Source: an optimization exercise on an open RTL-to-GDS flow (aim: small area). Production flows keep margins and buffers that such runs may drop. Only simulation tests tie the RTL to the original design; equivalence was not proved. No activity file was given, so power comes from the tool's default toggle rates.

**flow/run.sh**
```bash
#!/bin/bash
# The standard layout with two changes:
#  - the synthesis is the standard flow's (synth_recipe.tcl), except that its final ABC
#    mapping uses flow/abc_map.script (area-oriented mapping) instead of ORFS's
#    speed script;
#  - the port buffers are sky130_fd_sc_hd__buf_2 cells.
set -euo pipefail
here=$(pwd)
{
  echo "# synth_recipe.tcl, with the final ABC mapping done by $here/flow/abc_map.script"
  echo "proc abc {args} {"
  echo "  set i [lsearch -exact \$args -script]"
  echo "  if {\$i >= 0} { lset args [expr {\$i + 1}] $here/flow/abc_map.script }"
  echo "  yosys abc {*}\$args"
  echo "}"
  cat "$here/synth_recipe.tcl"
} > "$here/synth_area.tcl"
bash standard.sh SYNTH_SCRIPT="$here/synth_area.tcl" \
  BUFFER_PORTS_ARGS="-buffer_cell sky130_fd_sc_hd__buf_2" finish > standard_flow.log 2>&1
```
**flow/abc_map.script**
```
strash
dch
amap
topo
stime -c
```
**standard.sh**
```bash
#!/bin/bash
# synth_recipe.tcl (not shown) runs the flow's synth.tcl, then flattens the netlist and writes it again
# the make line also repeats each setting of config.mk as NAME=value (left out here)
make -C /OpenROAD-flow-scripts/flow DESIGN_CONFIG=/design/flow/config.mk WORK_HOME=/design/flow/orfs CLKGATE_MAP_FILE= SYNTH_SCRIPT=/design/flow/synth_recipe.tcl "${@:-finish}"
```
**config.mk**
```make
export PLATFORM = sky130hd
export DESIGN_NAME = ycc_to_rgb
export DESIGN_NICKNAME = ycc_to_rgb
export VERILOG_FILES = /design/flow/design.v
export SDC_FILE = /design/flow/constraint.sdc
export NUM_CORES = 4
export LEC_CHECK = 0
export CAP_MARGIN = 20
export CORE_MARGIN = 2
export CORE_UTILIZATION = 65
export CTS_BUF_LIST = sky130_fd_sc_hd__clkbuf_8
export PLACE_DENSITY = 0.75
export SLEW_MARGIN = 20
export SYNTH_HIERARCHICAL = 1
export SYNTH_MINIMUM_KEEP_SIZE = 0
```
**constraint.sdc**
```tcl
create_clock -name core_clock -period 10.0 [get_ports {clk}]
set_input_delay 2.0000 -clock core_clock [delete_from_list [all_inputs] [get_ports {clk}]]
set_output_delay 2.0000 -clock core_clock [all_outputs]
set_load 0.01 [all_outputs]
```
**design.v**
```verilog
module ycc_to_rgb (
    input  wire        clk,
    input  wire        rst,           
    input  wire        in_valid,
    input  wire        in_mode,       
    input  wire [2:0]  in_cll,        
    input  wire [15:0] in_e0,         
    input  wire [15:0] in_e1,         
    input  wire [15:0] in_e2,         
    output reg         out_valid,
    output wire [31:0] out_pixel      
);
  wire [15:0] y    = in_e0;
  wire [15:0] cb   = in_e1;
  wire [15:0] cr   = in_e2;
  wire [15:0] y_n  = ~in_e0;
  wire [15:0] cb_n = ~in_e1;
  wire [15:0] cr_n = ~in_e2;
  wire [7:0]  yy   = in_e0[7:0];
  wire [15:0] co_w = {8'd0, in_e1[7:0]} << in_cll;
  wire [15:0] cg_w = {8'd0, in_e2[7:0]} << in_cll;
  wire [7:0]  co   = co_w[8:1];
  wire [7:0]  cg   = cg_w[8:1];
  wire [7:0]  co_n = ~co;
  wire [7:0]  cg_n = ~cg;
  wire ri1 = ~cr_n[13];
  wire rs2, rc3;
  ha u_rs2 (cr_n[14], cr_n[12], rs2, rc3);
  wire rs4, rc5;
  fa u_rs4 (cr[15], cr_n[13], cr[11], rs4, rc5);
  wire rs6, rc7;
  fa u_rs6 (y[0], cr_n[14], cr[12], rs6, rc7);
  wire rs8, rc9;
  fa u_rs8 (y[1], cr[15], cr[13], rs8, rc9);
  wire rs10, rc11;
  fa u_rs10 (cr_n[9], cr[6], cr_n[4], rs10, rc11);
  wire rs12, rc13;
  fa u_rs12 (y[2], cr[14], cr_n[10], rs12, rc13);
  wire rs14, rc15;
  fa u_rs14 (cr[7], cr_n[5], cr_n[3], rs14, rc15);
  wire rs16, rc17;
  fa u_rs16 (y[3], cr_n[15], cr_n[11], rs16, rc17);
  wire rs18, rc19;
  ha u_rs18 (cr[8], cr_n[6], rs18, rc19);
  wire rs20, rc21;
  fa u_rs20 (y[4], cr_n[12], cr[9], rs20, rc21);
  wire ri22 = ~cr_n[7];
  wire rs23, rc24;
  fa u_rs23 (y[5], cr_n[13], cr[10], rs23, rc24);
  wire ri25 = ~cr_n[8];
  wire rs26, rc27;
  fa u_rs26 (y[6], cr_n[14], cr[11], rs26, rc27);
  wire ri28 = ~cr_n[9];
  wire rs29, rc30;
  fa u_rs29 (y[7], cr[15], cr[12], rs29, rc30);
  wire ri31 = ~y[8];
  wire ri32 = ~y[9];
  wire ri33 = ~cr_n[8];
  wire rs34, rc35;
  ha u_rs34 (cr_n[9], cr_n[7], rs34, rc35);
  wire rs36, rc37;
  ha u_rs36 (cr_n[10], cr_n[8], rs36, rc37);
  wire rs38, rc39;
  fa u_rs38 (cr_n[11], cr_n[9], cr[7], rs38, rc39);
  wire rs40, rc41;
  fa u_rs40 (cr_n[12], cr_n[10], cr[8], rs40, rc41);
  wire rs42, rc43;
  fa u_rs42 (cr_n[11], cr[9], cr_n[5], rs42, rc43);
  wire rs44, rc45;
  ha u_rs44 (cr[2], cr_n[0], rs44, rc45);
  wire rs46, rc47;
  fa u_rs46 (cr_n[13], cr[10], cr_n[6], rs46, rc47);
  wire rs48, rc49;
  fa u_rs48 (cr[3], cr_n[1], rs2, rs48, rc49);
  wire rs50, rc51;
  fa u_rs50 (cr_n[7], cr[4], cr_n[2], rs50, rc51);
  wire rs52, rc53;
  fa u_rs52 (cr_n[0], rc3, rs4, rs52, rc53);
  wire rs54, rc55;
  fa u_rs54 (cr_n[8], cr[5], cr_n[3], rs54, rc55);
  wire rs56, rc57;
  fa u_rs56 (cr_n[1], rc5, rs6, rs56, rc57);
  wire rs58, rc59;
  fa u_rs58 (cr_n[2], cr[0], rc7, rs58, rc59);
  wire rs60, rc61;
  fa u_rs60 (1'b1, rs8, rs10, rs60, rc61);
  wire rs62, rc63;
  fa u_rs62 (cr[1], rc9, rc11, rs62, rc63);
  wire rs64, rc65;
  fa u_rs64 (1'b1, rs12, rs14, rs64, rc65);
  wire rs66, rc67;
  fa u_rs66 (cr_n[4], cr[2], rs18, rs66, rc67);
  wire rs68, rc69;
  fa u_rs68 (rc13, rc15, rs16, rs68, rc69);
  wire rs70, rc71;
  fa u_rs70 (cr_n[5], cr[3], ri22, rs70, rc71);
  wire rs72, rc73;
  fa u_rs72 (rc19, rc17, rs20, rs72, rc73);
  wire rs74, rc75;
  fa u_rs74 (cr_n[7], cr_n[6], cr[4], rs74, rc75);
  wire rs76, rc77;
  fa u_rs76 (ri25, rc21, rs23, rs76, rc77);
  wire rs78, rc79;
  fa u_rs78 (cr_n[8], cr_n[7], cr[5], rs78, rc79);
  wire rs80, rc81;
  fa u_rs80 (ri28, rc24, rs26, rs80, rc81);
  wire rs82, rc83;
  fa u_rs82 (cr_n[9], cr_n[10], cr_n[8], rs82, rc83);
  wire rs84, rc85;
  fa u_rs84 (cr[6], rc27, rs29, rs84, rc85);
  wire rs86, rc87;
  fa u_rs86 (cr[13], cr_n[11], cr_n[9], rs86, rc87);
  wire rs88, rc89;
  fa u_rs88 (cr[7], ri31, rc30, rs88, rc89);
  wire rs90, rc91;
  fa u_rs90 (y[8], cr[14], cr_n[12], rs90, rc91);
  wire rs92, rc93;
  fa u_rs92 (cr_n[10], cr[8], ri32, rs92, rc93);
  wire rs94, rc95;
  fa u_rs94 (y[9], y[10], cr_n[15], rs94, rc95);
  wire rs96, rc97;
  fa u_rs96 (cr_n[13], cr_n[11], cr[9], rs96, rc97);
  wire rs98, rc99;
  fa u_rs98 (y[11], cr_n[14], cr_n[12], rs98, rc99);
  wire ri100 = ~cr[10];
  wire rs101, rc102;
  fa u_rs101 (y[12], cr[15], cr_n[13], rs101, rc102);
  wire ri103 = ~cr[11];
  wire rs104, rc105;
  fa u_rs104 (y[13], cr_n[14], cr[12], rs104, rc105);
  wire rs106, rc107;
  ha u_rs106 (cr_n[6], cr[4], rs106, rc107);
  wire rs108, rc109;
  fa u_rs108 (cr_n[8], cr[5], cr_n[1], rs108, rc109);
  wire rs110, rc111;
  fa u_rs110 (cr[6], cr_n[2], rc35, rs110, rc111);
  wire rs112, rc113;
  fa u_rs112 (cr_n[3], cr[0], rc37, rs112, rc113);
  wire rs114, rc115;
  fa u_rs114 (cr_n[4], cr[1], rc39, rs114, rc115);
  wire rs116, rc117;
  fa u_rs116 (ri1, rs44, rc41, rs116, rc117);
  wire rs118, rc119;
  fa u_rs118 (rc45, rc43, rs46, rs118, rc119);
  wire rs120, rc121;
  fa u_rs120 (rc47, rs50, rc49, rs120, rc121);
  wire rs122, rc123;
  fa u_rs122 (rc51, rs54, rc53, rs122, rc123);
  wire rs124, rc125;
  fa u_rs124 (rc55, rc57, rs58, rs124, rc125);
  wire rs126, rc127;
  fa u_rs126 (rc59, rc61, rs62, rs126, rc127);
  wire rs128, rc129;
  fa u_rs128 (rs66, rc63, rc65, rs128, rc129);
  wire rs130, rc131;
  fa u_rs130 (rs70, rc67, rc69, rs130, rc131);
  wire rs132, rc133;
  fa u_rs132 (rs74, rc71, rc73, rs132, rc133);
  wire rs134, rc135;
  fa u_rs134 (rc75, rs78, rc77, rs134, rc135);
  wire rs136, rc137;
  fa u_rs136 (rc79, rs82, rc81, rs136, rc137);
  wire rs138, rc139;
  fa u_rs138 (rc83, rs86, rc85, rs138, rc139);
  wire rs140, rc141;
  fa u_rs140 (rc87, rs90, rs92, rs140, rc141);
  wire rs142, rc143;
  fa u_rs142 (rc91, rs94, rs96, rs142, rc143);
  wire rs144, rc145;
  fa u_rs144 (ri100, rc95, rc97, rs144, rc145);
  wire rs146, rc147;
  fa u_rs146 (cr[10], ri103, rc99, rs146, rc147);
  wire rs148, rc149;
  fa u_rs148 (cr[11], rc102, rs104, rs148, rc149);
  wire rs150, rc151;
  fa u_rs150 (y[14], cr[15], cr[13], rs150, rc151);
  wire ri152 = ~cr_n[2];
  wire rs153, rc154;
  ha u_rs153 (cr_n[3], cr_n[1], rs153, rc154);
  wire rs155, rc156;
  fa u_rs155 (cr_n[4], cr_n[2], cr[0], rs155, rc156);
  wire rs157, rc158;
  fa u_rs157 (cr_n[5], cr_n[3], cr[1], rs157, rc158);
  wire rs159, rc160;
  fa u_rs159 (cr_n[6], cr_n[4], cr[2], rs159, rc160);
  wire rs161, rc162;
  fa u_rs161 (cr_n[7], cr_n[5], cr[3], rs161, rc162);
  wire rs163, rc164;
  fa u_rs163 (cr_n[0], ri33, rs106, rs163, rc164);
  wire rs165, rc166;
  fa u_rs165 (rc107, rs34, rs108, rs165, rc166);
  wire rs167, rc168;
  fa u_rs167 (rs36, rc109, rs110, rs167, rc168);
  wire rs169, rc170;
  fa u_rs169 (rs38, rc111, rs112, rs169, rc170);
  wire rs171, rc172;
  fa u_rs171 (rs40, rc113, rs114, rs171, rc172);
  wire rs173, rc174;
  fa u_rs173 (rs42, rc115, rs116, rs173, rc174);
  wire rs175, rc176;
  fa u_rs175 (rs48, rc117, rs118, rs175, rc176);
  wire rs177, rc178;
  fa u_rs177 (rc119, rs52, rs120, rs177, rc178);
  wire rs179, rc180;
  fa u_rs179 (rs56, rc121, rs122, rs179, rc180);
  wire rs181, rc182;
  fa u_rs181 (rs60, rc123, rs124, rs181, rc182);
  wire rs183, rc184;
  fa u_rs183 (rs64, rc125, rs126, rs183, rc184);
  wire rs185, rc186;
  fa u_rs185 (rs68, rc127, rs128, rs185, rc186);
  wire rs187, rc188;
  fa u_rs187 (rs72, rc129, rs130, rs187, rc188);
  wire rs189, rc190;
  fa u_rs189 (rs76, rc131, rs132, rs189, rc190);
  wire rs191, rc192;
  fa u_rs191 (rs80, rc133, rs134, rs191, rc192);
  wire rs193, rc194;
  fa u_rs193 (rs84, rc135, rs136, rs193, rc194);
  wire rs195, rc196;
  fa u_rs195 (rs88, rc137, rs138, rs195, rc196);
  wire rs197, rc198;
  fa u_rs197 (rc89, rs140, rc139, rs197, rc198);
  wire rs199, rc200;
  fa u_rs199 (rc93, rs142, rc141, rs199, rc200);
  wire rs201, rc202;
  fa u_rs201 (rs98, rc143, rs144, rs201, rc202);
  wire rs203, rc204;
  fa u_rs203 (rs101, rc145, rs146, rs203, rc204);
  wire rs205, rc206;
  fa u_rs205 (1'b1, rc147, rs148, rs205, rc206);
  wire rs207, rc208;
  fa u_rs207 (rc105, rs150, rc149, rs207, rc208);
  wire rs209, rc210;
  fa u_rs209 (y_n[15], cr[14], rc151, rs209, rc210);
  wire [21:0] r_cy;
  assign r_cy[0] = 1'b0;
  wire r_G0 = ((cr_n[2] & rs153) | ((cr_n[2] | rs153) & ((ri152 & cr_n[0]) | ((ri152 | cr_n[0]) & ((cr_n[1] & 1'b0) | ((cr_n[1] | 1'b0) & (1'b1 & cr_n[0])))))));
  wire r_P0 = (1'b1 | cr_n[0]) & (cr_n[1] | 1'b0) & (ri152 | cr_n[0]) & (cr_n[2] | rs153);
  assign r_cy[4] = r_G0 | (r_P0 & r_cy[0]);
  wire r_G4 = ((rc160 & rs161) | ((rc160 | rs161) & ((rc158 & rs159) | ((rc158 | rs159) & ((rc156 & rs157) | ((rc156 | rs157) & (rc154 & rs155)))))));
  wire r_P4 = (rc154 | rs155) & (rc156 | rs157) & (rc158 | rs159) & (rc160 | rs161);
  assign r_cy[8] = r_G4 | (r_P4 & r_cy[4]);
  wire r_G8 = ((rc168 & rs169) | ((rc168 | rs169) & ((rc166 & rs167) | ((rc166 | rs167) & ((rc164 & rs165) | ((rc164 | rs165) & (rc162 & rs163)))))));
  wire r_P8 = (rc162 | rs163) & (rc164 | rs165) & (rc166 | rs167) & (rc168 | rs169);
  assign r_cy[12] = r_G8 | (r_P8 & r_cy[8]);
  wire r_G12 = ((rc176 & rs177) | ((rc176 | rs177) & ((rc174 & rs175) | ((rc174 | rs175) & ((rc172 & rs173) | ((rc172 | rs173) & (rc170 & rs171)))))));
  wire r_P12 = (rc170 | rs171) & (rc172 | rs173) & (rc174 | rs175) & (rc176 | rs177);
  assign r_cy[16] = r_G12 | (r_P12 & r_cy[12]);
  wire r_G16 = ((rc184 & rs185) | ((rc184 | rs185) & ((rc182 & rs183) | ((rc182 | rs183) & ((rc180 & rs181) | ((rc180 | rs181) & (rc178 & rs179)))))));
  wire r_P16 = (rc178 | rs179) & (rc180 | rs181) & (rc182 | rs183) & (rc184 | rs185);
  assign r_cy[20] = r_G16 | (r_P16 & r_cy[16]);
  wire r_G20 = (rc186 & rs187);
  wire r_P20 = (rc186 | rs187);
  assign r_cy[21] = r_G20 | (r_P20 & r_cy[20]);
  wire r1s211, r1c212;
  fa u_r1s211 (yy[0], co[0], cg_n[0], r1s211, r1c212);
  wire r1s213, r1c214;
  fa u_r1s213 (yy[1], co[1], cg_n[1], r1s213, r1c214);
  wire r1s215, r1c216;
  fa u_r1s215 (yy[2], co[2], cg_n[2], r1s215, r1c216);
  wire r1s217, r1c218;
  fa u_r1s217 (yy[3], co[3], cg_n[3], r1s217, r1c218);
  wire r1s219, r1c220;
  fa u_r1s219 (yy[4], co[4], cg_n[4], r1s219, r1c220);
  wire r1s221, r1c222;
  fa u_r1s221 (yy[5], co[5], cg_n[5], r1s221, r1c222);
  wire r1s223, r1c224;
  fa u_r1s223 (yy[6], co[6], cg_n[6], r1s223, r1c224);
  wire r1s225, r1c226;
  fa u_r1s225 (yy[7], co[7], cg_n[7], r1s225, r1c226);
  wire r_ci = r_cy[21] | in_mode;
  wire r_a0 = in_mode ? r1s211 : rc188;
  wire r_a1 = in_mode ? r1s213 : rc190;
  wire r_a2 = in_mode ? r1s215 : rc192;
  wire r_a3 = in_mode ? r1s217 : rc194;
  wire r_a4 = in_mode ? r1s219 : rc196;
  wire r_a5 = in_mode ? r1s221 : rc198;
  wire r_a6 = in_mode ? r1s223 : rc200;
  wire r_a7 = in_mode ? r1s225 : rc202;
  wire r_b0 = rs189 & ~in_mode;
  wire r_b1 = in_mode ? r1c212 : rs191;
  wire r_b2 = in_mode ? r1c214 : rs193;
  wire r_b3 = in_mode ? r1c216 : rs195;
  wire r_b4 = in_mode ? r1c218 : rs197;
  wire r_b5 = in_mode ? r1c220 : rs199;
  wire r_b6 = in_mode ? r1c222 : rs201;
  wire r_b7 = in_mode ? r1c224 : rs203;
  wire rs227, rc228;
  fa u_rs227 (r_a0, r_b0, r_ci, rs227, rc228);
  wire rs229, rc230;
  fa u_rs229 (r_a1, r_b1, rc228, rs229, rc230);
  wire rs231, rc232;
  fa u_rs231 (r_a2, r_b2, rc230, rs231, rc232);
  wire rs233, rc234;
  fa u_rs233 (r_a3, r_b3, rc232, rs233, rc234);
  wire r_sk0 = ((r_a3 & r_b3) | ((r_a3 | r_b3) & ((r_a2 & r_b2) | ((r_a2 | r_b2) & ((r_a1 & r_b1) | ((r_a1 | r_b1) & (r_a0 & r_b0))))))) | ((r_a0 | r_b0) & (r_a1 | r_b1) & (r_a2 | r_b2) & (r_a3 | r_b3) & r_ci);
  wire rs235, rc236;
  fa u_rs235 (r_a4, r_b4, r_sk0, rs235, rc236);
  wire rs237, rc238;
  fa u_rs237 (r_a5, r_b5, rc236, rs237, rc238);
  wire rs239, rc240;
  fa u_rs239 (r_a6, r_b6, rc238, rs239, rc240);
  wire rs241, rc242;
  fa u_rs241 (r_a7, r_b7, rc240, rs241, rc242);
  wire [7:0] r_m = {rs241, rs239, rs237, rs235, rs233, rs231, rs229, rs227};
  wire rs243, rc244;
  ha u_rs243 (rc204, rs205, rs243, rc244);
  wire rs245, rc246;
  fa u_rs245 (rc206, rs207, rc244, rs245, rc246);
  wire rs247, rc248;
  fa u_rs247 (rc208, rs209, rc246, rs247, rc248);
  wire rs249, rc250;
  fa u_rs249 (rc210, cr_n[15], rc248, rs249, rc250);
  wire ri251 = ~rc250;
  wire [4:0] r_t = {ri251, rs249, rs247, rs245, rs243};
  wire r_in0 = rc242 ? (&r_t) : ~(|r_t);
  wire [2:0] r_k = {r1c226, cg[7], co[7]};
  wire r_q0 = (r_k == 3'b000) | (r_k == 3'b101) | (r_k == 3'b011);
  wire r_q1 = (r_k == 3'b100) | (r_k == 3'b010) | (r_k == 3'b111);
  wire r_qn = (r_k == 3'b001);
  wire r_in1 = rc242 ? r_q0 : r_q1;
  wire r_ng1 = rc242 ? r_qn : (r_qn | r_q0);
  wire r_in = in_mode ? r_in1 : r_in0;
  wire r_hi = in_mode ? ~r_ng1 : ~r_t[4];
  wire [7:0] r_o = r_in ? r_m : {8{r_hi}};
  wire gi252 = ~cb[14];
  wire gs253, gc254;
  fa u_gs253 (y[0], cb_n[15], cb[5], gs253, gc254);
  wire gs255, gc256;
  fa u_gs255 (cb[3], cb_n[1], cr[15], gs255, gc256);
  wire gs257, gc258;
  fa u_gs257 (y[1], cb[6], cb[4], gs257, gc258);
  wire gi259 = ~cb_n[2];
  wire gs260, gc261;
  fa u_gs260 (y[2], cb[7], cb[5], gs260, gc261);
  wire gi262 = ~cb_n[3];
  wire gs263, gc264;
  fa u_gs263 (y[3], cb[8], cb[6], gs263, gc264);
  wire gi265 = ~cb_n[4];
  wire gs266, gc267;
  fa u_gs266 (y[4], cb[9], cb[7], gs266, gc267);
  wire gi268 = ~y[5];
  wire gi269 = ~y[6];
  wire gs270, gc271;
  ha u_gs270 (cb[12], cb[2], gs270, gc271);
  wire gs272, gc273;
  fa u_gs272 (cb[13], cb[3], cb[1], gs272, gc273);
  wire gs274, gc275;
  ha u_gs274 (cr_n[13], cr[9], gs274, gc275);
  wire gs276, gc277;
  fa u_gs276 (cb[4], cb[2], cb_n[0], gs276, gc277);
  wire gs278, gc279;
  fa u_gs278 (cr_n[14], cr[10], cr[7], gs278, gc279);
  wire gs280, gc281;
  ha u_gs280 (cr[4], cr[1], gs280, gc281);
  wire gs282, gc283;
  fa u_gs282 (cb[14], cr[11], cr[8], gs282, gc283);
  wire gs284, gc285;
  fa u_gs284 (cr[5], cr[2], cr_n[0], gs284, gc285);
  wire gs286, gc287;
  fa u_gs286 (1'b1, gs253, gs255, gs286, gc287);
  wire gs288, gc289;
  fa u_gs288 (cr[12], cr[9], cr[6], gs288, gc289);
  wire gs290, gc291;
  fa u_gs290 (cr[3], cr_n[1], gi259, gs290, gc291);
  wire gs292, gc293;
  fa u_gs292 (gc254, gc256, gs257, gs292, gc293);
  wire gs294, gc295;
  fa u_gs294 (cb_n[2], cr[13], cr[10], gs294, gc295);
  wire gs296, gc297;
  fa u_gs296 (cr[7], cr[4], cr_n[2], gs296, gc297);
  wire gs298, gc299;
  fa u_gs298 (gi262, gc258, gs260, gs298, gc299);
  wire gs300, gc301;
  fa u_gs300 (cb_n[3], cr[14], cr[11], gs300, gc301);
  wire gs302, gc303;
  fa u_gs302 (cr[8], cr[5], cr_n[3], gs302, gc303);
  wire gs304, gc305;
  fa u_gs304 (gi265, gc261, gs263, gs304, gc305);
  wire gs306, gc307;
  fa u_gs306 (cb_n[4], cb_n[5], cr_n[15], gs306, gc307);
  wire gs308, gc309;
  fa u_gs308 (cr[12], cr[9], cr[6], gs308, gc309);
  wire gs310, gc311;
  fa u_gs310 (cr_n[4], gc264, gs266, gs310, gc311);
  wire gs312, gc313;
  fa u_gs312 (cb[10], cb[8], cb_n[6], gs312, gc313);
  wire gs314, gc315;
  fa u_gs314 (cr[13], cr[10], cr[7], gs314, gc315);
  wire gs316, gc317;
  fa u_gs316 (cr_n[5], gi268, gc267, gs316, gc317);
  wire gs318, gc319;
  fa u_gs318 (y[5], cb[11], cb[9], gs318, gc319);
  wire gs320, gc321;
  fa u_gs320 (cb_n[7], cr[14], cr[11], gs320, gc321);
  wire gs322, gc323;
  fa u_gs322 (cr[8], cr_n[6], gi269, gs322, gc323);
  wire gs324, gc325;
  fa u_gs324 (y[6], y[7], cb[12], gs324, gc325);
  wire gs326, gc327;
  fa u_gs326 (cb[10], cb_n[8], cr_n[15], gs326, gc327);
  wire gs328, gc329;
  fa u_gs328 (cr[12], cr[9], cr_n[7], gs328, gc329);
  wire gs330, gc331;
  fa u_gs330 (y[8], cb[13], cb[11], gs330, gc331);
  wire gs332, gc333;
  fa u_gs332 (cb_n[9], cr[13], cr[10], gs332, gc333);
  wire gi334 = ~cr_n[8];
  wire gs335, gc336;
  fa u_gs335 (y[9], cb[14], cb[12], gs335, gc336);
  wire gs337, gc338;
  fa u_gs337 (cb_n[10], cr[14], cr[11], gs337, gc338);
  wire gi339 = ~cr_n[9];
  wire gs340, gc341;
  fa u_gs340 (y[10], cb_n[15], cb[13], gs340, gc341);
  wire gs342, gc343;
  fa u_gs342 (cb_n[11], cr_n[15], cr[12], gs342, gc343);
  wire gi344 = ~cr_n[10];
  wire gs345, gc346;
  fa u_gs345 (y[11], cb[14], cb_n[12], gs345, gc346);
  wire gi347 = ~y[12];
  wire gs348, gc349;
  fa u_gs348 (cb[10], cb[0], cr_n[10], gs348, gc349);
  wire gs350, gc351;
  fa u_gs350 (cb[11], cb[1], cr_n[11], gs350, gc351);
  wire gs352, gc353;
  ha u_gs352 (cr[7], cr[4], gs352, gc353);
  wire gs354, gc355;
  fa u_gs354 (cb[0], cr_n[12], cr[8], gs354, gc355);
  wire gs356, gc357;
  fa u_gs356 (cr[5], cr[2], gs270, gs356, gc357);
  wire gs358, gc359;
  fa u_gs358 (cr[6], cr[3], cr[0], gs358, gc359);
  wire gs360, gc361;
  fa u_gs360 (gc271, gs274, gs272, gs360, gc361);
  wire gs362, gc363;
  fa u_gs362 (gi252, gc275, gs280, gs362, gc363);
  wire gs364, gc365;
  fa u_gs364 (gc273, gs276, gs278, gs364, gc365);
  wire gs366, gc367;
  fa u_gs366 (gc281, gc277, gc279, gs366, gc367);
  wire gs368, gc369;
  fa u_gs368 (gs282, gs284, gs286, gs368, gc369);
  wire gs370, gc371;
  fa u_gs370 (gc283, gc285, gs288, gs370, gc371);
  wire gs372, gc373;
  fa u_gs372 (gs290, gc287, gs292, gs372, gc373);
  wire gs374, gc375;
  fa u_gs374 (gc289, gs294, gs296, gs374, gc375);
  wire gs376, gc377;
  fa u_gs376 (gc291, gc293, gs298, gs376, gc377);
  wire gs378, gc379;
  fa u_gs378 (gc295, gc297, gs300, gs378, gc379);
  wire gs380, gc381;
  fa u_gs380 (gs302, gc299, gs304, gs380, gc381);
  wire gs382, gc383;
  fa u_gs382 (gc301, gc303, gs306, gs382, gc383);
  wire gs384, gc385;
  fa u_gs384 (gs308, gc305, gs310, gs384, gc385);
  wire gs386, gc387;
  fa u_gs386 (gc307, gc309, gs312, gs386, gc387);
  wire gs388, gc389;
  fa u_gs388 (gs314, gc311, gs316, gs388, gc389);
  wire gs390, gc391;
  fa u_gs390 (gc313, gc315, gs318, gs390, gc391);
  wire gs392, gc393;
  fa u_gs392 (gs320, gs322, gc317, gs392, gc393);
  wire gs394, gc395;
  fa u_gs394 (gc319, gc321, gs324, gs394, gc395);
  wire gs396, gc397;
  fa u_gs396 (gs326, gs328, gc323, gs396, gc397);
  wire gs398, gc399;
  fa u_gs398 (gi334, gc325, gc327, gs398, gc399);
  wire gs400, gc401;
  fa u_gs400 (gc329, gs330, gs332, gs400, gc401);
  wire gs402, gc403;
  fa u_gs402 (cr_n[8], gi339, gc331, gs402, gc403);
  wire gs404, gc405;
  fa u_gs404 (gc333, gs335, gs337, gs404, gc405);
  wire gs406, gc407;
  fa u_gs406 (cr_n[9], gi344, gc336, gs406, gc407);
  wire gs408, gc409;
  fa u_gs408 (gc338, gs340, gs342, gs408, gc409);
  wire gs410, gc411;
  fa u_gs410 (cr_n[10], cr[13], cr_n[11], gs410, gc411);
  wire gs412, gc413;
  fa u_gs412 (gc341, gc343, gs345, gs412, gc413);
  wire gs414, gc415;
  fa u_gs414 (cb_n[15], cb_n[13], cr[14], gs414, gc415);
  wire gs416, gc417;
  fa u_gs416 (cr_n[12], gi347, gc346, gs416, gc417);
  wire gs418, gc419;
  fa u_gs418 (y[12], y[13], cb_n[14], gs418, gc419);
  wire gs420, gc421;
  ha u_gs420 (cr_n[15], cr_n[13], gs420, gc421);
  wire gs422, gc423;
  ha u_gs422 (y[14], cb[15], gs422, gc423);
  wire gs424, gc425;
  ha u_gs424 (cb[7], cr_n[7], gs424, gc425);
  wire gs426, gc427;
  fa u_gs426 (cb[8], cr_n[8], cr[4], gs426, gc427);
  wire gs428, gc429;
  fa u_gs428 (cb[9], cr_n[9], cr[5], gs428, gc429);
  wire gs430, gc431;
  fa u_gs430 (cr[6], cr[3], cr[0], gs430, gc431);
  wire gs432, gc433;
  fa u_gs432 (cr[1], gs352, gc349, gs432, gc433);
  wire gs434, gc435;
  fa u_gs434 (gc353, gc351, gs354, gs434, gc435);
  wire gs436, gc437;
  fa u_gs436 (gc355, gs358, gc357, gs436, gc437);
  wire gs438, gc439;
  fa u_gs438 (gc359, gs362, gc361, gs438, gc439);
  wire gs440, gc441;
  fa u_gs440 (gc363, gc365, gs366, gs440, gc441);
  wire gs442, gc443;
  fa u_gs442 (gc367, gs370, gc369, gs442, gc443);
  wire gs444, gc445;
  fa u_gs444 (gc371, gs374, gc373, gs444, gc445);
  wire gs446, gc447;
  fa u_gs446 (gc375, gs378, gc377, gs446, gc447);
  wire gs448, gc449;
  fa u_gs448 (gc379, gs382, gc381, gs448, gc449);
  wire gs450, gc451;
  fa u_gs450 (gc383, gs386, gc385, gs450, gc451);
  wire gs452, gc453;
  fa u_gs452 (gc387, gs390, gs392, gs452, gc453);
  wire gs454, gc455;
  fa u_gs454 (gc391, gs394, gs396, gs454, gc455);
  wire gs456, gc457;
  fa u_gs456 (gc395, gs398, gc397, gs456, gc457);
  wire gs458, gc459;
  fa u_gs458 (gc399, gc401, gs402, gs458, gc459);
  wire gs460, gc461;
  fa u_gs460 (gc403, gc405, gs406, gs460, gc461);
  wire gs462, gc463;
  fa u_gs462 (gs410, gc407, gc409, gs462, gc463);
  wire gs464, gc465;
  fa u_gs464 (gc411, gs414, gc413, gs464, gc465);
  wire gs466, gc467;
  fa u_gs466 (gs420, gc415, gs418, gs466, gc467);
  wire gs468, gc469;
  fa u_gs468 (cr_n[14], gc421, gs422, gs468, gc469);
  wire gs470, gc471;
  fa u_gs470 (y_n[15], cr[15], gc423, gs470, gc471);
  wire gi472 = ~cb[0];
  wire gs473, gc474;
  ha u_gs473 (cb[1], cr_n[1], gs473, gc474);
  wire gs475, gc476;
  ha u_gs475 (cb[2], cr_n[2], gs475, gc476);
  wire gs477, gc478;
  ha u_gs477 (cb[3], cr_n[3], gs477, gc478);
  wire gs479, gc480;
  fa u_gs479 (cb[4], cr_n[4], cr[0], gs479, gc480);
  wire gs481, gc482;
  fa u_gs481 (cb[5], cr_n[5], cr[1], gs481, gc482);
  wire gs483, gc484;
  fa u_gs483 (cb[6], cr_n[6], cr[2], gs483, gc484);
  wire gs485, gc486;
  fa u_gs485 (cr[3], cr[0], gs424, gs485, gc486);
  wire gs487, gc488;
  fa u_gs487 (cr[1], gc425, gs426, gs487, gc488);
  wire gs489, gc490;
  fa u_gs489 (cr[2], gc427, gs428, gs489, gc490);
  wire gs491, gc492;
  fa u_gs491 (gc429, gs430, gs348, gs491, gc492);
  wire gs493, gc494;
  fa u_gs493 (gc431, gs350, gs432, gs493, gc494);
  wire gs495, gc496;
  fa u_gs495 (gs356, gc433, gs434, gs495, gc496);
  wire gs497, gc498;
  fa u_gs497 (gc435, gs360, gs436, gs497, gc498);
  wire gs499, gc500;
  fa u_gs499 (gs364, gc437, gs438, gs499, gc500);
  wire gs501, gc502;
  fa u_gs501 (gc439, gs440, gs368, gs501, gc502);
  wire gs503, gc504;
  fa u_gs503 (gc441, gs372, gs442, gs503, gc504);
  wire gs505, gc506;
  fa u_gs505 (gs376, gc443, gs444, gs505, gc506);
  wire gs507, gc508;
  fa u_gs507 (gs380, gc445, gs446, gs507, gc508);
  wire gs509, gc510;
  fa u_gs509 (gs384, gc447, gs448, gs509, gc510);
  wire gs511, gc512;
  fa u_gs511 (gs388, gc449, gs450, gs511, gc512);
  wire gs513, gc514;
  fa u_gs513 (gc389, gs452, gc451, gs513, gc514);
  wire gs515, gc516;
  fa u_gs515 (gc393, gs454, gc453, gs515, gc516);
  wire gs517, gc518;
  fa u_gs517 (gs400, gc455, gs456, gs517, gc518);
  wire gs519, gc520;
  fa u_gs519 (gs404, gc457, gs458, gs519, gc520);
  wire gs521, gc522;
  fa u_gs521 (gs408, gc459, gs460, gs521, gc522);
  wire gs523, gc524;
  fa u_gs523 (gs412, gc461, gs462, gs523, gc524);
  wire gs525, gc526;
  fa u_gs525 (gs416, gc463, gs464, gs525, gc526);
  wire gs527, gc528;
  fa u_gs527 (gc417, gs466, gc465, gs527, gc528);
  wire gs529, gc530;
  fa u_gs529 (gc419, gs468, gc467, gs529, gc530);
  wire gs531, gc532;
  fa u_gs531 (1'b1, gs470, gc469, gs531, gc532);
  wire [21:0] g_cy;
  assign g_cy[0] = 1'b0;
  wire g_G0 = ((gc474 & gs475) | ((gc474 | gs475) & ((cb[0] & gs473) | ((cb[0] | gs473) & ((gi472 & cr_n[0]) | ((gi472 | cr_n[0]) & (1'b0 & 1'b0)))))));
  wire g_P0 = (1'b0 | 1'b0) & (gi472 | cr_n[0]) & (cb[0] | gs473) & (gc474 | gs475);
  assign g_cy[4] = g_G0 | (g_P0 & g_cy[0]);
  wire g_G4 = ((gc482 & gs483) | ((gc482 | gs483) & ((gc480 & gs481) | ((gc480 | gs481) & ((gc478 & gs479) | ((gc478 | gs479) & (gc476 & gs477)))))));
  wire g_P4 = (gc476 | gs477) & (gc478 | gs479) & (gc480 | gs481) & (gc482 | gs483);
  assign g_cy[8] = g_G4 | (g_P4 & g_cy[4]);
  wire g_G8 = ((gc490 & gs491) | ((gc490 | gs491) & ((gc488 & gs489) | ((gc488 | gs489) & ((gc486 & gs487) | ((gc486 | gs487) & (gc484 & gs485)))))));
  wire g_P8 = (gc484 | gs485) & (gc486 | gs487) & (gc488 | gs489) & (gc490 | gs491);
  assign g_cy[12] = g_G8 | (g_P8 & g_cy[8]);
  wire g_G12 = ((gc498 & gs499) | ((gc498 | gs499) & ((gc496 & gs497) | ((gc496 | gs497) & ((gc494 & gs495) | ((gc494 | gs495) & (gc492 & gs493)))))));
  wire g_P12 = (gc492 | gs493) & (gc494 | gs495) & (gc496 | gs497) & (gc498 | gs499);
  assign g_cy[16] = g_G12 | (g_P12 & g_cy[12]);
  wire g_G16 = ((gc506 & gs507) | ((gc506 | gs507) & ((gc504 & gs505) | ((gc504 | gs505) & ((gc502 & gs503) | ((gc502 | gs503) & (gc500 & gs501)))))));
  wire g_P16 = (gc500 | gs501) & (gc502 | gs503) & (gc504 | gs505) & (gc506 | gs507);
  assign g_cy[20] = g_G16 | (g_P16 & g_cy[16]);
  wire g_G20 = (gc508 & gs509);
  wire g_P20 = (gc508 | gs509);
  assign g_cy[21] = g_G20 | (g_P20 & g_cy[20]);
  wire g_ci = g_cy[21] & ~in_mode;
  wire g_a0 = in_mode ? yy[0] : gc510;
  wire g_a1 = in_mode ? yy[1] : gc512;
  wire g_a2 = in_mode ? yy[2] : gc514;
  wire g_a3 = in_mode ? yy[3] : gc516;
  wire g_a4 = in_mode ? yy[4] : gc518;
  wire g_a5 = in_mode ? yy[5] : gc520;
  wire g_a6 = in_mode ? yy[6] : gc522;
  wire g_a7 = in_mode ? yy[7] : gc524;
  wire g_b0 = in_mode ? cg[0] : gs511;
  wire g_b1 = in_mode ? cg[1] : gs513;
  wire g_b2 = in_mode ? cg[2] : gs515;
  wire g_b3 = in_mode ? cg[3] : gs517;
  wire g_b4 = in_mode ? cg[4] : gs519;
  wire g_b5 = in_mode ? cg[5] : gs521;
  wire g_b6 = in_mode ? cg[6] : gs523;
  wire g_b7 = in_mode ? cg[7] : gs525;
  wire gs533, gc534;
  fa u_gs533 (g_a0, g_b0, g_ci, gs533, gc534);
  wire gs535, gc536;
  fa u_gs535 (g_a1, g_b1, gc534, gs535, gc536);
  wire gs537, gc538;
  fa u_gs537 (g_a2, g_b2, gc536, gs537, gc538);
  wire gs539, gc540;
  fa u_gs539 (g_a3, g_b3, gc538, gs539, gc540);
  wire g_sk0 = ((g_a3 & g_b3) | ((g_a3 | g_b3) & ((g_a2 & g_b2) | ((g_a2 | g_b2) & ((g_a1 & g_b1) | ((g_a1 | g_b1) & (g_a0 & g_b0))))))) | ((g_a0 | g_b0) & (g_a1 | g_b1) & (g_a2 | g_b2) & (g_a3 | g_b3) & g_ci);
  wire gs541, gc542;
  fa u_gs541 (g_a4, g_b4, g_sk0, gs541, gc542);
  wire gs543, gc544;
  fa u_gs543 (g_a5, g_b5, gc542, gs543, gc544);
  wire gs545, gc546;
  fa u_gs545 (g_a6, g_b6, gc544, gs545, gc546);
  wire gs547, gc548;
  fa u_gs547 (g_a7, g_b7, gc546, gs547, gc548);
  wire [7:0] g_m = {gs547, gs545, gs543, gs541, gs539, gs537, gs535, gs533};
  wire gs549, gc550;
  ha u_gs549 (gc526, gs527, gs549, gc550);
  wire gs551, gc552;
  fa u_gs551 (gc528, gs529, gc550, gs551, gc552);
  wire gs553, gc554;
  fa u_gs553 (gc530, gs531, gc552, gs553, gc554);
  wire gs555, gc556;
  fa u_gs555 (gc532, gc471, gc554, gs555, gc556);
  wire gi557 = ~gc556;
  wire [4:0] g_t = {gi557, gs555, gs553, gs551, gs549};
  wire g_in0 = gc548 ? (&g_t) : ~(|g_t);
  wire g_in1 = gc548 == cg[7];
  wire g_ng1 = ~gc548 & cg[7];
  wire g_in = in_mode ? g_in1 : g_in0;
  wire g_hi = in_mode ? ~g_ng1 : ~g_t[4];
  wire [7:0] g_o = g_in ? g_m : {8{g_hi}};
  wire bs558, bc559;
  ha u_bs558 (y[1], cb_n[14], bs558, bc559);
  wire bs560, bc561;
  fa u_bs560 (y[2], cb[15], cb[13], bs560, bc561);
  wire bi562 = ~cb[10];
  wire bs563, bc564;
  fa u_bs563 (y[3], cb[14], cb[11], bs563, bc564);
  wire bi565 = ~cb[9];
  wire bs566, bc567;
  fa u_bs566 (y[4], cb_n[15], cb[12], bs566, bc567);
  wire bi568 = ~y[5];
  wire bi569 = ~y[6];
  wire bs570, bc571;
  fa u_bs570 (cb_n[11], cb[9], cb[6], bs570, bc571);
  wire bs572, bc573;
  fa u_bs572 (cb_n[12], cb[10], cb[7], bs572, bc573);
  wire bs574, bc575;
  fa u_bs574 (y[0], cb_n[13], cb[11], bs574, bc575);
  wire bs576, bc577;
  ha u_bs576 (cb[8], cb[6], bs576, bc577);
  wire bs578, bc579;
  fa u_bs578 (cb[12], cb[9], cb[7], bs578, bc579);
  wire bs580, bc581;
  fa u_bs580 (cb_n[3], cb[0], bs558, bs580, bc581);
  wire bs582, bc583;
  fa u_bs582 (cb[8], cb_n[4], cb[1], bs582, bc583);
  wire bs584, bc585;
  fa u_bs584 (bi562, bc559, bs560, bs584, bc585);
  wire bs586, bc587;
  fa u_bs586 (cb[10], cb_n[5], cb[2], bs586, bc587);
  wire bs588, bc589;
  fa u_bs588 (bi565, bc561, bs563, bs588, bc589);
  wire bs590, bc591;
  fa u_bs590 (cb[9], cb[10], cb_n[6], bs590, bc591);
  wire bs592, bc593;
  fa u_bs592 (cb[3], bc564, bs566, bs592, bc593);
  wire bs594, bc595;
  fa u_bs594 (cb[13], cb[11], cb_n[7], bs594, bc595);
  wire bs596, bc597;
  fa u_bs596 (cb[4], bi568, bc567, bs596, bc597);
  wire bs598, bc599;
  fa u_bs598 (y[5], cb[14], cb[12], bs598, bc599);
  wire bs600, bc601;
  fa u_bs600 (cb_n[8], cb[5], bi569, bs600, bc601);
  wire bs602, bc603;
  fa u_bs602 (y[6], y[7], cb_n[15], bs602, bc603);
  wire bs604, bc605;
  fa u_bs604 (cb[13], cb_n[9], cb[6], bs604, bc605);
  wire bs606, bc607;
  fa u_bs606 (y[8], cb[14], cb_n[10], bs606, bc607);
  wire bi608 = ~cb[7];
  wire bs609, bc610;
  fa u_bs609 (y[9], cb_n[15], cb_n[11], bs609, bc610);
  wire bi611 = ~y[10];
  wire bi612 = ~y[11];
  wire bs613, bc614;
  ha u_bs613 (cb_n[7], cb[5], bs613, bc614);
  wire bs615, bc616;
  fa u_bs615 (cb_n[8], cb[6], cb[3], bs615, bc616);
  wire bs617, bc618;
  fa u_bs617 (cb_n[9], cb[7], cb[4], bs617, bc618);
  wire bs619, bc620;
  fa u_bs619 (cb_n[10], cb[8], cb[5], bs619, bc620);
  wire bs621, bc622;
  fa u_bs621 (cb[4], cb_n[0], bs570, bs621, bc622);
  wire bs623, bc624;
  fa u_bs623 (cb[5], cb_n[1], bc571, bs623, bc624);
  wire bs625, bc626;
  fa u_bs625 (cb_n[2], bs576, bc573, bs625, bc626);
  wire bs627, bc628;
  fa u_bs627 (bc577, bc575, bs578, bs627, bc628);
  wire bs629, bc630;
  fa u_bs629 (bc579, bs582, bc581, bs629, bc630);
  wire bs631, bc632;
  fa u_bs631 (bc583, bs586, bc585, bs631, bc632);
  wire bs633, bc634;
  fa u_bs633 (bc587, bs590, bc589, bs633, bc634);
  wire bs635, bc636;
  fa u_bs635 (bc591, bs594, bc593, bs635, bc636);
  wire bs637, bc638;
  fa u_bs637 (bc595, bs598, bs600, bs637, bc638);
  wire bs639, bc640;
  fa u_bs639 (bc599, bs602, bs604, bs639, bc640);
  wire bs641, bc642;
  fa u_bs641 (bi608, bc603, bc605, bs641, bc642);
  wire bs643, bc644;
  fa u_bs643 (cb[7], cb[8], bc607, bs643, bc644);
  wire bs645, bc646;
  fa u_bs645 (cb_n[12], cb[9], bi611, bs645, bc646);
  wire bs647, bc648;
  fa u_bs647 (y[10], cb_n[13], cb[10], bs647, bc648);
  wire bs649, bc650;
  fa u_bs649 (y[11], y[12], cb_n[14], bs649, bc650);
  wire bs651, bc652;
  fa u_bs651 (y[13], cb[15], cb[12], bs651, bc652);
  wire bi653 = ~y[14];
  wire bs654, bc655;
  ha u_bs654 (cb_n[5], cb[3], bs654, bc655);
  wire bs656, bc657;
  fa u_bs656 (cb_n[6], cb[4], cb[1], bs656, bc657);
  wire bs658, bc659;
  fa u_bs658 (cb[2], cb[0], bs613, bs658, bc659);
  wire bs660, bc661;
  fa u_bs660 (cb[1], bc614, bs615, bs660, bc661);
  wire bs662, bc663;
  fa u_bs662 (cb[2], bc616, bs617, bs662, bc663);
  wire bs664, bc665;
  fa u_bs664 (cb[3], bc618, bs619, bs664, bc665);
  wire bs666, bc667;
  fa u_bs666 (1'b1, bc620, bs621, bs666, bc667);
  wire bs668, bc669;
  fa u_bs668 (bs572, bc622, bs623, bs668, bc669);
  wire bs670, bc671;
  fa u_bs670 (bs574, bc624, bs625, bs670, bc671);
  wire bs672, bc673;
  fa u_bs672 (bs580, bc626, bs627, bs672, bc673);
  wire bs674, bc675;
  fa u_bs674 (bc628, bs584, bs629, bs674, bc675);
  wire bs676, bc677;
  fa u_bs676 (bs588, bc630, bs631, bs676, bc677);
  wire bs678, bc679;
  fa u_bs678 (bs592, bc632, bs633, bs678, bc679);
  wire bs680, bc681;
  fa u_bs680 (bs596, bc634, bs635, bs680, bc681);
  wire bs682, bc683;
  fa u_bs682 (bc597, bs637, bc636, bs682, bc683);
  wire bs684, bc685;
  fa u_bs684 (bc601, bs639, bc638, bs684, bc685);
  wire bs686, bc687;
  fa u_bs686 (bs606, bc640, bs641, bs686, bc687);
  wire bs688, bc689;
  fa u_bs688 (bs609, bc642, bs643, bs688, bc689);
  wire bs690, bc691;
  fa u_bs690 (bc610, bs645, bc644, bs690, bc691);
  wire bs692, bc693;
  fa u_bs692 (bi612, bs647, bc646, bs692, bc693);
  wire bs694, bc695;
  fa u_bs694 (cb[11], bc648, bs649, bs694, bc695);
  wire bs696, bc697;
  fa u_bs696 (1'b1, bc650, bs651, bs696, bc697);
  wire bs698, bc699;
  fa u_bs698 (cb[13], bi653, bc652, bs698, bc699);
  wire bs700, bc701;
  fa u_bs700 (y[14], y_n[15], cb[14], bs700, bc701);
  wire [21:0] b_cy;
  assign b_cy[0] = 1'b0;
  wire b_G0 = ((1'b1 & cb_n[0]) | ((1'b1 | cb_n[0]) & ((1'b0 & 1'b0) | ((1'b0 | 1'b0) & ((1'b0 & 1'b0) | ((1'b0 | 1'b0) & (1'b0 & 1'b0)))))));
  wire b_P0 = (1'b0 | 1'b0) & (1'b0 | 1'b0) & (1'b0 | 1'b0) & (1'b1 | cb_n[0]);
  assign b_cy[4] = b_G0 | (b_P0 & b_cy[0]);
  wire b_G4 = ((cb_n[4] & cb[2]) | ((cb_n[4] | cb[2]) & ((cb_n[3] & cb[1]) | ((cb_n[3] | cb[1]) & ((cb_n[2] & cb[0]) | ((cb_n[2] | cb[0]) & (cb_n[1] & 1'b0)))))));
  wire b_P4 = (cb_n[1] | 1'b0) & (cb_n[2] | cb[0]) & (cb_n[3] | cb[1]) & (cb_n[4] | cb[2]);
  assign b_cy[8] = b_G4 | (b_P4 & b_cy[4]);
  wire b_G8 = ((bc659 & bs660) | ((bc659 | bs660) & ((bc657 & bs658) | ((bc657 | bs658) & ((bc655 & bs656) | ((bc655 | bs656) & (bs654 & cb[0])))))));
  wire b_P8 = (bs654 | cb[0]) & (bc655 | bs656) & (bc657 | bs658) & (bc659 | bs660);
  assign b_cy[12] = b_G8 | (b_P8 & b_cy[8]);
  wire b_G12 = ((bc667 & bs668) | ((bc667 | bs668) & ((bc665 & bs666) | ((bc665 | bs666) & ((bc663 & bs664) | ((bc663 | bs664) & (bc661 & bs662)))))));
  wire b_P12 = (bc661 | bs662) & (bc663 | bs664) & (bc665 | bs666) & (bc667 | bs668);
  assign b_cy[16] = b_G12 | (b_P12 & b_cy[12]);
  wire b_G16 = ((bc675 & bs676) | ((bc675 | bs676) & ((bc673 & bs674) | ((bc673 | bs674) & ((bc671 & bs672) | ((bc671 | bs672) & (bc669 & bs670)))))));
  wire b_P16 = (bc669 | bs670) & (bc671 | bs672) & (bc673 | bs674) & (bc675 | bs676);
  assign b_cy[20] = b_G16 | (b_P16 & b_cy[16]);
  wire b_G20 = (bc677 & bs678);
  wire b_P20 = (bc677 | bs678);
  assign b_cy[21] = b_G20 | (b_P20 & b_cy[20]);
  wire b1s702, b1c703;
  fa u_b1s702 (yy[0], co_n[0], cg_n[0], b1s702, b1c703);
  wire b1s704, b1c705;
  fa u_b1s704 (yy[1], co_n[1], cg_n[1], b1s704, b1c705);
  wire b1s706, b1c707;
  fa u_b1s706 (yy[2], co_n[2], cg_n[2], b1s706, b1c707);
  wire b1s708, b1c709;
  fa u_b1s708 (yy[3], co_n[3], cg_n[3], b1s708, b1c709);
  wire b1s710, b1c711;
  fa u_b1s710 (yy[4], co_n[4], cg_n[4], b1s710, b1c711);
  wire b1s712, b1c713;
  fa u_b1s712 (yy[5], co_n[5], cg_n[5], b1s712, b1c713);
  wire b1s714, b1c715;
  fa u_b1s714 (yy[6], co_n[6], cg_n[6], b1s714, b1c715);
  wire b1s716, b1c717;
  fa u_b1s716 (yy[7], co_n[7], cg_n[7], b1s716, b1c717);
  wire b_ci = b_cy[21] | in_mode;
  wire b_a0 = in_mode ? b1s702 : bc679;
  wire b_a1 = in_mode ? b1s704 : bc681;
  wire b_a2 = in_mode ? b1s706 : bc683;
  wire b_a3 = in_mode ? b1s708 : bc685;
  wire b_a4 = in_mode ? b1s710 : bc687;
  wire b_a5 = in_mode ? b1s712 : bc689;
  wire b_a6 = in_mode ? b1s714 : bc691;
  wire b_a7 = in_mode ? b1s716 : bc693;
  wire b_b0 = bs680 | in_mode;
  wire b_b1 = in_mode ? b1c703 : bs682;
  wire b_b2 = in_mode ? b1c705 : bs684;
  wire b_b3 = in_mode ? b1c707 : bs686;
  wire b_b4 = in_mode ? b1c709 : bs688;
  wire b_b5 = in_mode ? b1c711 : bs690;
  wire b_b6 = in_mode ? b1c713 : bs692;
  wire b_b7 = in_mode ? b1c715 : bs694;
  wire bs718, bc719;
  fa u_bs718 (b_a0, b_b0, b_ci, bs718, bc719);
  wire bs720, bc721;
  fa u_bs720 (b_a1, b_b1, bc719, bs720, bc721);
  wire bs722, bc723;
  fa u_bs722 (b_a2, b_b2, bc721, bs722, bc723);
  wire bs724, bc725;
  fa u_bs724 (b_a3, b_b3, bc723, bs724, bc725);
  wire b_sk0 = ((b_a3 & b_b3) | ((b_a3 | b_b3) & ((b_a2 & b_b2) | ((b_a2 | b_b2) & ((b_a1 & b_b1) | ((b_a1 | b_b1) & (b_a0 & b_b0))))))) | ((b_a0 | b_b0) & (b_a1 | b_b1) & (b_a2 | b_b2) & (b_a3 | b_b3) & b_ci);
  wire bs726, bc727;
  fa u_bs726 (b_a4, b_b4, b_sk0, bs726, bc727);
  wire bs728, bc729;
  fa u_bs728 (b_a5, b_b5, bc727, bs728, bc729);
  wire bs730, bc731;
  fa u_bs730 (b_a6, b_b6, bc729, bs730, bc731);
  wire bs732, bc733;
  fa u_bs732 (b_a7, b_b7, bc731, bs732, bc733);
  wire [7:0] b_m = {bs732, bs730, bs728, bs726, bs724, bs722, bs720, bs718};
  wire bs734, bc735;
  ha u_bs734 (bc695, bs696, bs734, bc735);
  wire bs736, bc737;
  fa u_bs736 (bc697, bs698, bc735, bs736, bc737);
  wire bs738, bc739;
  fa u_bs738 (bc699, bs700, bc737, bs738, bc739);
  wire bs740, bc741;
  fa u_bs740 (bc701, cb_n[15], bc739, bs740, bc741);
  wire bi742 = ~bc741;
  wire [4:0] b_t = {bi742, bs740, bs738, bs736, bs734};
  wire b_in0 = bc733 ? (&b_t) : ~(|b_t);
  wire [2:0] b_k = {b1c717, cg[7], co[7]};
  wire b_q0 = (b_k == 3'b000);
  wire b_q1 = (b_k == 3'b100) | (b_k == 3'b010) | (b_k == 3'b001);
  wire b_q2 = (b_k == 3'b110) | (b_k == 3'b101) | (b_k == 3'b011);
  wire b_in1 = bc733 ? b_q1 : b_q2;
  wire b_ng1 = bc733 ? b_q0 : (b_q0 | b_q1);
  wire b_in = in_mode ? b_in1 : b_in0;
  wire b_hi = in_mode ? ~b_ng1 : ~b_t[4];
  wire [7:0] b_o = b_in ? b_m : {8{b_hi}};
  reg [23:0] pix;
  always @(posedge clk) begin
    if (rst) out_valid <= 1'b0;
    else     out_valid <= in_valid;
    pix <= {b_o, g_o, r_o};
  end
  assign out_pixel = {8'hff, pix};
endmodule
module fa (input wire a, input wire b, input wire c, output wire s, output wire co);
  assign s  = a ^ b ^ c;
  assign co = (a & b) | (a & c) | (b & c);
endmodule
module xr (input wire a, input wire b, output wire s);
  assign s = a ^ b;
endmodule
module maj (input wire a, input wire b, input wire c, output wire co);
  assign co = (a & b) | (a & c) | (b & c);
endmodule
module ha (input wire a, input wire b, output wire s, output wire co);
  assign s  = a ^ b;
  assign co = a & b;
endmodule
```
==> results of run 1 <==
stage by stage:
stage | utilization | cells | power [W] | setup WS [ps] | area (µm²)
floorplan | - | 824 | 0.00131 | 1490 | 9800
global placement | 0.715 | 1087 | 0.00176 | 532 | 10400
detailed placement | 0.715 | 1087 | 0.00184 | 271 | 10400
CTS | 0.718 | 1091 | 0.00191 | 571 | 10500
global route | 0.718 | 1091 | 0.00213 | 62.6 | 10500
finish | 0.718 | 1091 | 0.00193 | 475 | 10500
per-module statistics from Yosys, one instance, submodules excluded:
| module | flip-flops and latches | times used | cells |
|---|---|---|---|
| fa | 0 | 331 | 1 |
| ycc_to_rgb | 25 | 1 | 455 |
| ha | 0 | 24 | 1 |
sequential cells by signal, summed over array words and instances, names as in the netlist:
name       flops
out_valid      1
pix           24
per-layer routing:
metal | routed length [µm] | global-route usage | vias up
li1 | - | - | 2913
met1 | 10800 | 0.538 | 3765
met2 | 14100 | 0.621 | 498
met3 | 3700 | 0.143 | 100
met4 | 1470 | 0.163 | 0
met5 | 0 | 0 | -
cells by family after synthesis:
group,count (synthesis),share of synthesized area
other,1,0.000385
AO/OA/AOI/OAI,187,0.132
AND/OR/NAND/NOR,132,0.0592
buffers and inverters,109,0.0451
adder cells (fa/ha/maj),356,0.712
flip-flops,25,0.0513
placed cells by master, fill, tap and decap left out, drive strengths merged, types with 3 or more instances in the layout:
master / instances
a22oi: 7
a211oi: 5
nor3: 5
clkbuf: 3
dfxtp: 25
o21bai: 7
o21ai: 41
clkinv: 99
and2: 7
nand3: 4
ha: 25
conb: 15
a31oi: 4
a221oi: 5
or2: 3
o32a: 4
a22o: 29
nor4: 6
o32ai: 7
nor2b: 6
fa: 331
nand2: 28
a21oi: 16
nand4: 3
o22ai: 43
nor2: 68
buf: 87
path summary, 6_finish.rpt:
| check | depth (start not counted) | endpoint | start | slack [ps] |
|---|---|---|---|---|
| worst max-delay path | 25 | pix[10] | in_e1[1] | 480 |
| worst min-delay path | 2 | out_valid | rst | 1860 |
power by group:
part	switching (W)	internal, W	leakage (nW)	total, W
clock network	0.0000338	0.0000276	0.0269	0.0000614
logic	0.000967	0.000734	3.79	0.00170
registers	0.0000159	0.000153	0.211	0.000169
total	0.00102	0.000915	4.03	0.00193
layout make-up:
| class | instances | area, µm² |
|---|---|---|
| multi-input combinational | 690 | 8860 |
| fill | 1042 | 4110 |
| tap | 184 | 230 |
| sequential | 25 | 500 |
| clock buffer | 3 | 41.3 |
| clock inverter | 1 | 3.75 |
| timing repair buffer | 87 | 455 |
| inverter | 101 | 387 |
==> results by group, run 1 <==
Critical path
  • Worst EP arrival: 9700 ps
  • Critical path class: in -> reg
  • Delay of the slowest critical-path stage: 730 ps
  • Crit end category: register
  • WP data required: 10,180 ps
  • CP dominant cell by count: fa_1
  • CP bufs+invs: 3
  • CP Max Fanout: 9
  • Worst-path cell with the longest stage delay: o32ai_1
  • Critical path launch point type: primary input
  • CP top delay family: adder cells

Global route
  • GRT Overall Usage: 0.405
  • Largest net degree at the start of global routing: 47
  • Vias in the first global route: 8,363
  • GR Overflow Total: 0
  • Initial antenna violation count: 0
  • First-pass GRT wire length: 47,200 µm

STA
  • Crit share post-route: 0.952
  • F_max: 105 MHz
  • Setup violations, final: 0
  • Final hold slack: 1860 ps
  • Fin crit period: 9520 ps
  • Final-report hold violation count: 0
  • Final TNS setup: 0 ps
  • RSZ-0062 raised after global routing: false
  • Max-slew headroom: 0.389
  • Worst slew pin tran: 914 ps
  • Max-slew violation count: 0

Clocking
  • TritonCTS buffer count: 3
  • CTS Hold Bufs: 0
  • H-tree Lvls: 1
  • CTS tree: built
  • Clock sink total: 25
  • # resized after CTS: 0
  • Clk slew on worst S/H paths: 80 ps
  • Max Root-Sink Buffers: 2
  • Setup Fix Bufs, Post-CTS: 0
  • CTS root buf: clkbuf_8

Pwr
  • Power Dens Cells: 184 mW/mm²
  • Peak VDD IR: 0.000102 V
  • P_leak: 4.03 nW

Synth
  • Post-synth EDFFs: 0
  • Cell taking the most area after synthesis: fa_1
  • Ys flop type: dfxtp_1
  • Most common cell in the netlist: fa_1
  • Avg Cell Area, Syn: 12.0 µm²
  • Most common library cells after synthesis: fa_1, clkinv_1, nor2_1
  • Unique cell type count in the Yosys netlist: 39
  • Post-synth top area share: 0.680
  • Cells after synthesis: 810
  • Syn Std Cell Area: 0.00975 mm²
  • Seq/Total Area, Yosys: 0.0513
  • Largest cells by area after synthesis: fa_1, dfxtp_1, clkinv_1
  • Ys async rst share: 0
  • YS warnings: 7
  • Register bit count reported by yosys: 25

Route
  • Routed Antenna Nets: 0
  • DRC: 0
  • DR iter-0 viols: 633
  • DRT Pass-1 Iters: 5
  • DR WL/cell: 27.5 µm
  • Post-DR vias/cell: 6.67
  • Total number of vias: 7,276
  • Routed WL: 30,000 µm

Floorplan
  • Die W: 126 µm
  • FP Rows: 44
  • Initial Util: 0.668
  • Die area: 0.0160 mm²
  • Core area: 0.0146 mm²
  • Die height: 126 µm
  • Number of top-level pins: 88

Final layout
  • Area growth from synthesis to layout: 7.50%
  • Diode count: 0
  • Nets: 1,319
  • Layout cells sized above 1: 0.101

Placed design
  • I/O Buffers: 79
  • Dpl hpwl: 25,200 µm
  • Gpl congestion: 1.08

Flow run
  • # Max-Cap Violations: 0

Worst hold path
  • HP Class: in -> reg

Run status
  • Status: finished clean
==> run 2: changes to the inputs <==
--- a/config.mk
+++ b/config.mk
@@ -8,7 +8,6 @@
 export CAP_MARGIN = 20
 export CORE_MARGIN = 2
 export CORE_UTILIZATION = 65
-export CTS_BUF_LIST = sky130_fd_sc_hd__clkbuf_8
 export PLACE_DENSITY = 0.75
 export SLEW_MARGIN = 20
 export SYNTH_HIERARCHICAL = 1
==> run 2 against run 1 <==
  * Power grew 1.3%
  * Highest routed layer unchanged
  * Clock power grew 46%
  * Largest power group unchanged
  * Clock-buffer cell count grew 1
  * Worst setup slack gained 2.7 ps
  * Cell area grew 0.32%
  * Combinational power is essentially flat
  * Die area is the same
  * Still clean on timing, DRC and antenna
  * Via count grew 0.91%
  * Sequential cell count is the same
  * Non-clock buffer count is the same
  * Global-route usage is essentially flat
==> results by group, run 2 <==
Global route
  • GRT Overall Usage: 0.405 (about the same)
  • First-pass GRT wire length: 47,200 µm (about the same)
  • Largest net degree at the start of global routing: 47 (unchanged)
  • Initial antenna violation count: 0 (unchanged)
  • GR Overflow Total: 0 (unchanged)
  • Vias in the first global route: 8,364 (was 8,363)

Pwr
  • P_leak: 4.04 nW (was 4.03 nW)
  • Power Dens Cells: 186 mW/mm² (was 184 mW/mm²)
  • Peak VDD IR: 0.000107 V (was 0.000102 V)

Final layout
  • Number of flip-flops in the largest register: 24 (unchanged)
  • Layout cells sized above 1: 0.101 (unchanged)
  • Most frequent cells in the layout: fa_1, clkinv_1, buf_2 (unchanged)
  • Most flops, register: pix (unchanged)
  • Area growth from synthesis to layout: 7.84% (was 7.50%)
  • Largest registers: pix: 24 flops, out_valid: 1 flops (unchanged)
  • Core Util, Final: 0.720 (was 0.718)
  • Diode count: 0 (unchanged)
  • Commonest non-fill, non-tap cell in the layout: fa_1 (unchanged)
  • Nets: 1,319 (unchanged)

Synth
  • Post-synth EDFFs: 0 (unchanged)
  • Cells after synthesis: 810 (unchanged)
  • Seq/Total Area, Yosys: 0.0513 (unchanged)
  • Most common cell in the netlist: fa_1 (unchanged)
  • Register bit count reported by yosys: 25 (unchanged)
  • Ys flop type: dfxtp_1 (unchanged)
  • Ys async rst share: 0 (unchanged)
  • Largest cells by area after synthesis: fa_1, dfxtp_1, clkinv_1 (unchanged)
  • Most common library cells after synthesis: fa_1, clkinv_1, nor2_1 (unchanged)
  • Post-synth top area share: 0.680 (unchanged)
  • Unique cell type count in the Yosys netlist: 39 (unchanged)
  • YS warnings: 7 (unchanged)
  • Syn Std Cell Area: 0.00975 mm² (unchanged)
  • Avg Cell Area, Syn: 12.0 µm² (unchanged)
  • Cell taking the most area after synthesis: fa_1 (unchanged)

Worst hold path
  • HP Class: in -> reg (unchanged)

Floorplan
  • FP Rows: 44 (unchanged)
  • Die W: 126 µm (unchanged)
  • Die area: 0.0160 mm² (unchanged)
  • Initial Util: 0.668 (unchanged)
  • Die height: 126 µm (unchanged)
  • Core area: 0.0146 mm² (unchanged)
  • Number of top-level pins: 88 (unchanged)

STA
  • Worst slew pin tran: 895 ps (was 914 ps)
  • Max-slew violation count: 0 (unchanged)
  • Setup violations, final: 0 (unchanged)
  • Fin crit period: 9520 ps (about the same)
  • Final-report hold violation count: 0 (unchanged)
  • Min setup slack post-route: 478 ps (was 475 ps)
  • Crit share post-route: 0.952 (about the same)
  • Final TNS setup: 0 ps (unchanged)
  • F_max: 105 MHz (about the same)
  • RSZ-0062 raised after global routing: false (unchanged)
  • Max-slew headroom: 0.401 (was 0.389)

Route
  • Routed Antenna Nets: 0 (unchanged)
  • DRC: 0 (unchanged)
  • DR WL/cell: 27.5 µm (about the same)
  • Total number of vias: 7,342 (was 7,276)
  • Post-DR vias/cell: 6.73 (was 6.67)
  • Routed WL: 30,000 µm (about the same)
  • DRT Pass-1 Iters: 5 (unchanged)
  • DR iter-0 viols: 663 (was 633)

Clocking
  • TritonCTS buffer count: 3 (unchanged)
  • CTS tree: built (unchanged)
  • Max Root-Sink Buffers: 2 (unchanged)
  • Clk slew on worst S/H paths: 60 ps (was 80 ps)
  • Clock sink total: 25 (unchanged)
  • CTS root buf: clkbuf_16 (was clkbuf_8)
  • H-tree Lvls: 1 (unchanged)

Placed design
  • I/O Buffers: 79 (unchanged)
  • Gpl congestion: 1.08 (unchanged)
  • Dpl hpwl: 25,200 µm (unchanged)
  • Pre-CTS setup slack: 271 ps (unchanged)

Critical path
  • Critical path class: in -> reg (unchanged)
  • WP data required: 10,170 ps (was 10,180 ps)
  • CP dominant cell by count: fa_1 (unchanged)
  • Worst EP arrival: 9690 ps (was 9700 ps)
  • Critical path launch point type: primary input (unchanged)
  • Crit end category: register (unchanged)
  • CP Max Fanout: 9 (unchanged)
  • Worst-path cell with the longest stage delay: o32ai_1 (unchanged)
  • Delay of the slowest critical-path stage: 720 ps (was 730 ps)

Flow run
  • # Max-Cap Violations: 0 (unchanged)

Run status
  • Status: finished clean (unchanged)
==> run 2: stage by stage <==
step | instance area, µm² | std cells | hold slack, ps | total power (W)
3_3_place_gp | 10400 | 1087 | 2160 | 0.00176
6_report | 10500 | 1091 | 1880 | 0.00196
3_5_place_dp | 10400 | 1087 | 2160 | 0.00184
4_1_cts | 10500 | 1091 | 1880 | 0.00194
2_1_floorplan | 9800 | 824 | 2070 | 0.00131
5_1_grt | 10500 | 1091 | 1890 | 0.00216
==> run 2: worst paths after layout <==
check | start | end | slack [ps] | cells after the start
setup / recovery | in_e1[1] | pix[10] | 480 | 25
hold / removal | rst | out_valid | 1880 | 2
==> run 2: logic make-up after synthesis <==
logic type / count (synthesis) / share of synthesized area
compound gates: 187 / 0.132
fa+ha+maj: 356 / 0.712
buf+inv: 109 / 0.0451
flops: 25 / 0.0513
other cells: 1 / 0.000385
simple gates: 132 / 0.0592
==> run 2: worst max-delay path: cells and delay by family <==
family | cells | cell delay, ps
adder cells (fa/ha/maj) | 9 | 3920
AO/OA/AOI/OAI | 8 | 2770
buffers and inverters | 3 | 550
AND/OR/NAND/NOR | 5 | 420
==> run 2: layout make-up <==
class / instances / area [µm²]
clock buffers: 4 / 78.8
fillers: 1034 / 4080
inverters: 101 / 387
multi-input cells: 690 / 8860
flip-flops and latches: 25 / 500
well taps: 184 / 230
repair buffers: 87 / 455
==> run 2: routing by layer <==
metal  vias up  routed length (µm)  GRT usage
met4         0                1550      0.164
met2       509               14100      0.623
met1      3810               10700      0.538
met5         -                   0          0
li1       2917                   -          -
met3       106                3600      0.141
==> run 2: modules after synthesis (local to each module, per instance) <==
module / cells / area, µm² / times used / flip-flops and latches
fa: 1 / 20.0 / 331 / 0
ycc_to_rgb: 455 / 2820 / 1 / 25
ha: 1 / 12.5 / 24 / 0
==> run 2: timing repair <==
| action | 4_1_cts | 5_1_grt |
|---|---|---|
| endpoints found under the setup margin | 0 | 1 |
| hold buffers | 0 | 0 |
| setup buffers | 0 | 0 |
| resized for setup | 0 | 2 |
==> run 2: report_power, final <==
part / internal [W] / switching, W
logic: 0.000733 / 0.000965
clock network: 0.0000546 / 0.0000352
registers: 0.000154 / 0.0000154
total: 0.000941 / 0.00102

[port drivers added, routing unchanged]
The results above use ideal ports. As a check the final layouts listed here were re-extracted and re-timed, cells and wires unchanged. Step 1 assumes that a clkbuf_16 drives the clock port and a buf_2 every other input. Step 2 moves the port delays by t, midway between the first and last clock arrival at a register: inputs arrive t later, outputs are due t later. That takes back most of the time a late clock gives input paths. Slacks: ideal / step 1 / step 2; pairs: ideal / step 1.
run | t (ns) | setup WS [ns] | hold WS [ns] | worst data-port slew with drivers (ns)
run 1 | 0.304 | 0.475 / 0.479 / 0.175 | 1.865 / 1.864 / 2.168 | 0.05
run 2 | 0.291 | 0.478 / 0.486 / 0.195 | 1.882 / 1.878 / 2.169 | 0.05
After both steps setup and hold are still met in every run listed. For run 1, which loses most, drivers alone change the setup slack by +0.004 ns; drivers and shift together by -0.300 ns.
